From an optimization exercise on the open Yosys and OpenROAD flow, aimed at small area; shortcuts taken in it are not production practice.
Only simulation tests tie the RTL to the original design; equivalence was not proved.
Power figures rest on the tool's default switching activity, not on a simulated workload.

## dkb_xcvr
module dkb_xcvr (
    input  wire        clk,
    input  wire        rst,           
    input  wire        start,
    input  wire [2:0]  op,
    output wire        busy,
    input  wire        host_we,
    input  wire [6:0]  host_addr,
    input  wire [15:0] host_wdata,
    output wire [15:0] host_rdata,
    output wire        ie,
    input  wire        line_i,
    output wire        drv_oe,
    output wire        drv_o
);
For scale: about 1200 cells after synthesis, about 360 flip-flops, roughly 51 I/O pins.
clock: 8.0 ns
lec_check: 0
cap_margin: 5
core_margin: 2
core_utilization: 40
cts_buf_list: sky130_fd_sc_hd__clkbuf_8
cts_cluster_diameter: 100
cts_cluster_size: 16
slew_margin: 5
synth_hierarchical: 1
standard.sh (not shown) runs the stock make flow with config.mk's settings and CLKGATE_MAP_FILE= SYNTH_SCRIPT=/design/flow/synth_recipe.tcl, a recipe that flattens the netlist after the stock synthesis.
==> flow/flow/run.sh <==
#!/bin/bash
# Standard ORFS layout with three changes that only shrink buffering:
#  - port buffers use the smallest buffer cell (buffer_ports -buffer_cell)
#  - timing-driven global placement does not keep its trial buffers
#    (repair_design after placement still fixes every slew/cap violation)
#  - clock tree synthesis adds no dummy loads
# The synthesis is the standard one, run unchanged first.
set -euo pipefail
bash standard.sh synth > synth.log 2>&1
export BUFFER_PORTS_ARGS="-buffer_cell sky130_fd_sc_hd__buf_1"
export GPL_KEEP_OVERFLOW=0
export CTS_ARGS="-sink_clustering_enable -repair_clock_nets -dont_use_dummy_load -buf_list sky130_fd_sc_hd__clkbuf_8 -sink_clustering_size 16 -sink_clustering_max_diameter 100"
bash standard.sh finish > layout.log 2>&1
The baseline produced a clean layout.
Then changed:
Settings changed: CAP_MARGIN 5 to 20, CORE_UTILIZATION 40 to 60, SLEW_MARGIN 5 to 20.
After rerunning:
- The changed run ran to the end with no violations
- synthesized area stays the same
- clock power decreases slightly
- synthesized cell count is unchanged
Then changed:
Settings changed: CORE_UTILIZATION 60 to 40.
Result: The new run passed the timing, design-rule and antenna checks. Worst setup slack loses 110 ps. Sequential power is about the same. Power hardly moves. Clock power stays flat. Routed wire length climbs by 2.9%. Register-to-register slack loses 310 ps.
Then changed:
Settings changed: CAP_MARGIN 20 to 0, SLEW_MARGIN 20 to 0.
After rerunning: Routed wire length came out lower slightly; via count drops slightly; cell count fell slightly.

---

S:
Another version of the RTL of dkb_xcvr (not shown whole).
For scale: about 1200 cells after synthesis, about 360 flip-flops, about 15000 um^2 of cells after synthesis.
// dkb_xcvr
module dkb_xcvr (
    input  wire        clk,
    input  wire        rst,           
    input  wire        start,
    input  wire [2:0]  op,
    output wire        busy,
    input  wire        host_we,
    input  wire [6:0]  host_addr,
    input  wire [15:0] host_wdata,
    output wire [15:0] host_rdata,
    output wire        ie,
    input  wire        line_i,
    output wire        drv_oe,
    output wire        drv_o
);
    localparam [2:0] OP_DELAY     = 3'd0;
    localparam [2:0] OP_TX        = 3'd1;
    localparam [2:0] OP_RX        = 3'd2;
    localparam [2:0] OP_XFER      = 3'd3;
    localparam [2:0] OP_IDENTIFY  = 3'd4;
    localparam [2:0] OP_ORIGINATE = 3'd5;
    localparam [2:0] OP_POLL      = 3'd6;
    localparam [2:0] OP_RESPOND   = 3'd7;
    localparam [3:0] S_IDLE     = 4'd0;
    localparam [3:0] S_DLYS     = 4'd1;
    localparam [3:0] S_LOAD     = 4'd2;
    localparam [3:0] S_CFG      = 4'd3;
  ...
export LEC_CHECK = 0
export CAP_MARGIN = 20
export CORE_MARGIN = 2
export CORE_UTILIZATION = 40
export CTS_BUF_LIST = sky130_fd_sc_hd__clkbuf_8
export CTS_CLUSTER_DIAMETER = 100
export CTS_CLUSTER_SIZE = 16
export SLEW_MARGIN = 20
export SYNTH_HIERARCHICAL = 1
create_clock -name core_clock -period 8.0 [get_ports {clk}]
==> flow/flow/run.sh <==
#!/bin/bash
# Standard ORFS layout, except that the port buffers are the smallest buffer
# cell (buffer_ports -buffer_cell) instead of the one ORFS picks by default.
# The synthesis is the standard one, run unchanged first.
set -euo pipefail
bash standard.sh synth > synth.log 2>&1
BUFFER_PORTS_ARGS="-buffer_cell sky130_fd_sc_hd__buf_1" bash standard.sh finish > layout.log 2>&1
In summary, S completed successfully, with a layout that passed the timing, design-rule and antenna checks.
Modified inputs, T compared to S
Settings: swapping 20 for 0 in SLEW_MARGIN; swapping 20 for 0 in CAP_MARGIN.
Results
Arrival time at the worst endpoint: S vs T, no meaningful difference
Final setup violation count of S is on par with T.
There was hardly any difference in multi-input combinational cell count between S and T.

port drivers added, routing unchanged:
How much do the figures lean on ideal ports? The routed layouts below were timed once more, with nothing changed but the port constraints. Step 1 (the two cells are an assumption about what drives the block):
set clk [get_ports {clk}]
set_driving_cell -lib_cell sky130_fd_sc_hd__clkbuf_16 $clk
set_driving_cell -lib_cell sky130_fd_sc_hd__buf_2 [delete_from_list [all_inputs] $clk]
Step 2, shift: input delay + t, output delay - t, t = (earliest + latest rising clock arrival at the registers) / 2. This alone moves slack from input paths to output paths. a / b / c = no drivers / after step 1 / after step 2; a / b = the first two.
run	shift t [ns]	setup slack, ns	worst slew at a driven data input, ns
the first run of note 1	0.641	0.268 / 0.220 / 0.862	0.05
the second run of note 1	0.631	0.400 / 0.352 / 0.983	0.09
the third run of note 1	0.625	0.286 / 0.237 / 0.862	0.06
the fourth run of note 1	0.629	0.252 / 0.205 / 0.833	0.06
S	0.656	0.825 / 0.780 / 0.860	0.10
T	0.656	0.825 / 0.780 / 0.860	0.10
After both steps setup and hold are still met in every run listed.
